Background: an optimization exercise with open tools, aiming at small area. Do not read the settings as production practice. The RTL was checked by simulation tests, not by an equivalence proof against the original design. No activity file was given, so power comes from the tool's default toggle rates.

==> inputs of run Z <==
==> flow/design.v (excerpt) <==
module spinor_cmd (
    input  wire        clk,
    input  wire        rst_n,
    input  wire [1:0]  ev_kind,
    input  wire [1:0]  ev_wcode,
    input  wire [7:0]  ev_data,
    output reg         rx_valid,
    output reg  [7:0]  rx_data,
    output wire [3:0]  warn,
    output wire        sink_valid,
    output wire [24:0] sink_off,
    output wire [25:0] sink_len,
    output wire [2:0]  width_hint,
    output wire [24:0] mem_addr,
    input  wire [7:0]  mem_rdata,
    output reg         mem_we,
    output reg  [7:0]  mem_wdata,
    output reg         ers_valid,
    output wire [24:0] ers_base,
    output wire [25:0] ers_len
);
    localparam [2:0] S_IDLE = 3'd0, S_COLL = 3'd1, S_STRM = 3'd2,
                     S_DUMY = 3'd3, S_READ = 3'd4, S_PROG = 3'd5;
    localparam [3:0] C_WRSR = 4'd0, C_WEVCR = 4'd1, C_WVCR = 4'd2, C_WEAR = 4'd3,
                     C_WNVCR = 4'd4, C_AAI = 4'd5, C_RD = 4'd6, C_RDX2 = 4'd7,
                     C_RDX5 = 4'd8, C_DRD = 4'd9, C_PROG = 4'd10, C_E4 = 4'd11,
                     C_E32 = 4'd12, C_E64 = 4'd13;
    reg [2:0]  st;
    reg [24:0] pbuf;           
    reg [27:0] cur;            
    reg [16:0] dirty_pg;
    reg        dirty_v;
    reg        wel, rst_en, a4b, aai;
    reg [7:0]  ear, vcfg, evcfg;
  ...
==> flow/config.mk <==
export PLATFORM = sky130hd
export DESIGN_NAME = spinor_cmd
export DESIGN_NICKNAME = spinor_cmd
export VERILOG_FILES = /design/flow/design.v
export SDC_FILE = /design/flow/constraint.sdc
export NUM_CORES = 4
export LEC_CHECK = 0
export CAP_MARGIN = 20
export CORE_MARGIN = 2
export CORE_UTILIZATION = 40
export SLEW_MARGIN = 20
==> flow/constraint.sdc <==
create_clock -name core_clock -period 10.0 [get_ports {clk}]
set_input_delay 2.0000 -clock core_clock [delete_from_list [all_inputs] [get_ports {clk}]]
set_output_delay 2.0000 -clock core_clock [all_outputs]
set_load 0.01 [all_outputs]
run.sh (not shown) runs the stock make flow with config.mk's settings and CLKGATE_MAP_FILE= SYNTH_SCRIPT=/design/flow/synth_recipe.tcl, a recipe that flattens the netlist after the stock synthesis.
==> run H (differences from run Z) <==
==> flow/flow/run.sh (new file) <==
#!/bin/bash
# Own layout flow:
#  1. the standard synthesis (standard.sh synth), unchanged;
#  2. the combinational logic between its registers re-mapped for area with
#     ABC (three rounds of four seeds, each round starting from the smallest
#     netlist so far); the
#     registers keep their instances, names and cell types, and the result is
#     proved equal to the standard netlist (if the proof fails the standard
#     netlist is kept);
#  3. the standard ORFS layout (standard.sh) with buf_1 port buffers, one tie
#     cell per constant instead of one per load, and a clock tree of
#     clkbuf_8 buffers without dummy loads.
# Each tool's full output goes to a log_*.txt file in the work folder.
set -uo pipefail
W=$(pwd)
F=$W/flow
R=$W/orfs/results/$FLOW_PLATFORM/spinor_cmd/base
YOSYS=$FLOW_HOME/../tools/install/yosys/bin/yosys
LIB=$FLOW_HOME/platforms/$FLOW_PLATFORM/lib/sky130_fd_sc_hd__tt_025C_1v80.lib

bash standard.sh synth > $W/log_1_synth.txt 2>&1 || { echo "standard synthesis failed"; exit 1; }
cp $R/1_2_yosys.v $W/synth_standard.v

subst() {  # template, output, input netlist, output netlist, abc script
  sed -e "s#@LIB@#$LIB#g" -e "s#@IN@#$3#g" -e "s#@OUT@#$4#g" \
      -e "s#@ABC@#$5#g" -e "s#@TOP@#$FLOW_TOP#g" "$1" > "$2"
}
area() { awk '/Chip area/ {print $NF}' "$1.stat" 2>/dev/null; }
# rounds of four seeds each, every round starting from the smallest netlist so far
best=$W/synth_standard.v; best_area=""
for round in 1 2 3; do
  for s in 0 1 2 3; do
    out=$W/synth_r${round}_s$s.v
    subst $F/remap.ys $W/remap_r${round}_s$s.ys $best $out $F/remap$s.abc
    $YOSYS -s $W/remap_r${round}_s$s.ys > $W/log_2_remap_r${round}_s$s.txt 2>&1 &
  done
  wait
  for s in 0 1 2 3; do
    out=$W/synth_r${round}_s$s.v; a=$(area $out)
    echo "remap round $round seed $s: area ${a:-failed}"
    if [[ -n "$a" ]] && { [[ -z "$best_area" ]] || awk "BEGIN{exit !($a < $best_area)}"; }; then best=$out; best_area=$a; fi
  done
done
if [[ -n "$best_area" ]]; then
  subst $F/equiv.ys $W/equiv.ys $W/synth_standard.v $best ""
  if $YOSYS -s $W/equiv.ys > $W/log_3_equiv.txt 2>&1; then
    echo "re-mapped netlist $(basename $best) (area $best_area) proved equal; using it"
    cp $best $R/1_2_yosys.v
    rm -f $R/1_synth.odb $R/1_synth.sdc
  else
    echo "equivalence not proved; keeping the standard netlist"
  fi
fi

export BUFFER_PORTS_ARGS="-buffer_cell sky130_fd_sc_hd__buf_1"
export SKIP_REPAIR_TIE_FANOUT=1
export CTS_ARGS="-sink_clustering_enable -repair_clock_nets -dont_use_dummy_load -buf_list {sky130_fd_sc_hd__clkbuf_8}"
bash standard.sh > $W/log_4_layout.txt 2>&1 || { echo "layout failed"; tail -20 $W/log_4_layout.txt; exit 1; }
echo "layout done"
==> flow/flow/equiv.ys (new file) <==
# Prove the re-mapped netlist equal to the standard one (registers paired by name).
read_liberty -ignore_miss_func @LIB@
read_verilog @IN@
rename @TOP@ gold
read_verilog @OUT@
rename @TOP@ gate
hierarchy -check
flatten gold gate
opt_clean
equiv_make gold gate eq
hierarchy -top eq
equiv_simple -seq 2
equiv_induct -seq 2
equiv_status -assert
==> flow/flow/remap.ys (new file) <==
# Re-map the combinational logic of the standard synthesis for area. The
# flip-flops and tie cells are kept as they are (same instances and names).
read_liberty -ignore_miss_func @LIB@
read_verilog @IN@
hierarchy -top @TOP@
setattr -mod -set keep_hierarchy 1 sky130_fd_sc_hd__*df* sky130_fd_sc_hd__*dl* sky130_fd_sc_hd__conb_1
flatten
opt_clean -purge
abc -liberty @LIB@ -dont_use sky130_fd_sc_hd__lpflow_bleeder_1 -dont_use sky130_fd_sc_hd__lpflow_clkbufkapwr_1 -dont_use sky130_fd_sc_hd__lpflow_clkbufkapwr_16 -dont_use sky130_fd_sc_hd__lpflow_clkbufkapwr_2 -dont_use sky130_fd_sc_hd__lpflow_clkbufkapwr_4 -dont_use sky130_fd_sc_hd__lpflow_clkbufkapwr_8 -dont_use sky130_fd_sc_hd__lpflow_clkinvkapwr_1 -dont_use sky130_fd_sc_hd__lpflow_clkinvkapwr_16 -dont_use sky130_fd_sc_hd__lpflow_clkinvkapwr_2 -dont_use sky130_fd_sc_hd__lpflow_clkinvkapwr_4 -dont_use sky130_fd_sc_hd__lpflow_clkinvkapwr_8 -dont_use sky130_fd_sc_hd__lpflow_decapkapwr_12 -dont_use sky130_fd_sc_hd__lpflow_decapkapwr_3 -dont_use sky130_fd_sc_hd__lpflow_decapkapwr_4 -dont_use sky130_fd_sc_hd__lpflow_decapkapwr_6 -dont_use sky130_fd_sc_hd__lpflow_decapkapwr_8 -dont_use sky130_fd_sc_hd__lpflow_inputiso0n_1 -dont_use sky130_fd_sc_hd__lpflow_inputiso0p_1 -dont_use sky130_fd_sc_hd__lpflow_inputiso1n_1 -dont_use sky130_fd_sc_hd__lpflow_inputiso1p_1 -dont_use sky130_fd_sc_hd__lpflow_inputisolatch_1 -dont_use sky130_fd_sc_hd__lpflow_isobufsrc_1 -dont_use sky130_fd_sc_hd__lpflow_isobufsrc_16 -dont_use sky130_fd_sc_hd__lpflow_isobufsrc_2 -dont_use sky130_fd_sc_hd__lpflow_isobufsrc_4 -dont_use sky130_fd_sc_hd__lpflow_isobufsrc_8 -dont_use sky130_fd_sc_hd__lpflow_isobufsrckapwr_16 -dont_use sky130_fd_sc_hd__lpflow_lsbuf_lh_hl_isowell_tap_1 -dont_use sky130_fd_sc_hd__lpflow_lsbuf_lh_hl_isowell_tap_2 -dont_use sky130_fd_sc_hd__lpflow_lsbuf_lh_hl_isowell_tap_4 -dont_use sky130_fd_sc_hd__lpflow_lsbuf_lh_isowell_4 -dont_use sky130_fd_sc_hd__lpflow_lsbuf_lh_isowell_tap_1 -dont_use sky130_fd_sc_hd__lpflow_lsbuf_lh_isowell_tap_2 -dont_use sky130_fd_sc_hd__lpflow_lsbuf_lh_isowell_tap_4 -dont_use sky130_fd_sc_hd__probe_p_8 -dont_use sky130_fd_sc_hd__probec_p_8  -script @ABC@
opt_clean -purge
hilomap -singleton -hicell sky130_fd_sc_hd__conb_1 HI -locell sky130_fd_sc_hd__conb_1 LO
rename -hide w:*.*
select @TOP@
tee -o @OUT@.stat stat -liberty @LIB@
write_verilog -noattr -nohex -nodec -selected @OUT@
==> flow/flow/remap0.abc (new file) <==
strash
&get -n
&deepsyn -J 30 -S 0
&put
dch -f
amap -F 3 -A 8
mfs2
strash
dch -f
amap -F 3 -A 8
==> flow/flow/remap1.abc (new file) <==
strash
&get -n
&deepsyn -J 30 -S 1
&put
dch -f
amap -F 3 -A 8
mfs2
strash
dch -f
amap -F 3 -A 8
==> flow/flow/remap2.abc (new file) <==
strash
&get -n
&deepsyn -J 30 -S 2
&put
dch -f
amap -F 3 -A 8
mfs2
strash
dch -f
amap -F 3 -A 8
==> flow/flow/remap3.abc (new file) <==
strash
&get -n
&deepsyn -J 30 -S 3
&put
dch -f
amap -F 3 -A 8
mfs2
strash
dch -f
amap -F 3 -A 8
==> flow/standard.sh (new file) <==
#!/bin/bash
# synth_recipe.tcl (not shown) runs the flow's synth.tcl, then flattens the netlist and writes it again
# the make line also repeats each setting of config.mk as NAME=value (left out here)
make -C /OpenROAD-flow-scripts/flow DESIGN_CONFIG=/design/flow/config.mk WORK_HOME=/design/flow/orfs CLKGATE_MAP_FILE= SYNTH_SCRIPT=/design/flow/synth_recipe.tcl "${@:-finish}"
- GPL_TIMING_DRIVEN: not set -> 0
removed: flow/run.sh
==> comparison <==
Run Z finished clean. Run H went through all stages and came out clean. In run H the non-clock buffer count is lower than in run Z, by 18. Of run Z and run H, run H has the higher combinational power (gap 39%, measured against run H). Of run Z and run H, run Z has the higher clock power (gap 86%, measured against run H). Between run H and run Z, the lower worst hold slack is in run Z (gap 9.2 ps). Of run Z and run H, run Z has the higher final cell count (gap 26%, measured against run H). Between run H and run Z, the lower design area is in run H (gap about 30%, measured against run Z). Sequential cell count is the same in run Z and run H. Between run H and run Z, the lower sequential power is in run Z (gap about 10%, measured against run Z).
==> figures <==
                                                                run Z                    run H
Status                                        complete, no violations  complete, no violations
Worst setup path startpoint                               ev_wcode[0]                    rst_n
Floorplan row count                                                58                       48
Die outline height                                             165 um                   138 um
Start of the worst register-to-register path                    st[2]                    st[1]
Skew-Pair Late Insertion Delay                                 440 ps                   470 ps
Dpl cell area                                              0.0110 mm2              0.00792 mm2
Count of non-CTS buffers in the layout                            134                      116
Nonclk inv count                                                   21                      137
DR vias/cell                                                     5.74                     6.20
Crit. path cell count                                              36                       33
Gate Count Post-Synth                                           1,300                      953
Overall power                                                 1.42 mW                  1.31 mW
Cell area after technology mapping                         0.0103 mm2              0.00714 mm2
Total via count after detailed routing                          9,478                    8,129
Final hold slack                                               471 ps                   480 ps
CP arrival                                                    8950 ps                  8920 ps

afterwards: timing with drivers on the ports:
The flow's constraints put no driver on any port. The routed layouts listed below were extracted and timed again, unchanged, in two steps.
Step 1 (the two cells are an assumption about what drives the block):
set clk [get_ports {clk}]
set_driving_cell -lib_cell sky130_fd_sc_hd__clkbuf_16 $clk
set_driving_cell -lib_cell sky130_fd_sc_hd__buf_2 [delete_from_list [all_inputs] $clk]
Step 2 also shifts input and output timing later by t, the mid clock arrival at the registers, as if the neighbouring blocks saw the same clock.
a / b / c = no drivers / after step 1 / after step 2; a / b = the first two.
run	t (ns)	setup WS [ns]	clock arrival spread, ns	cell pins on the clock port's net
run Z	0.479	1.343 / 1.365 / 0.886	0.015 / 0.014	1
run H	0.489	1.382 / 1.360 / 0.908	0.032 / 0.032	1
After both steps setup and hold are still met in every run listed. The setup slack of run H, which loses most, moves by -0.022 ns with the drivers and by -0.474 ns with both steps.
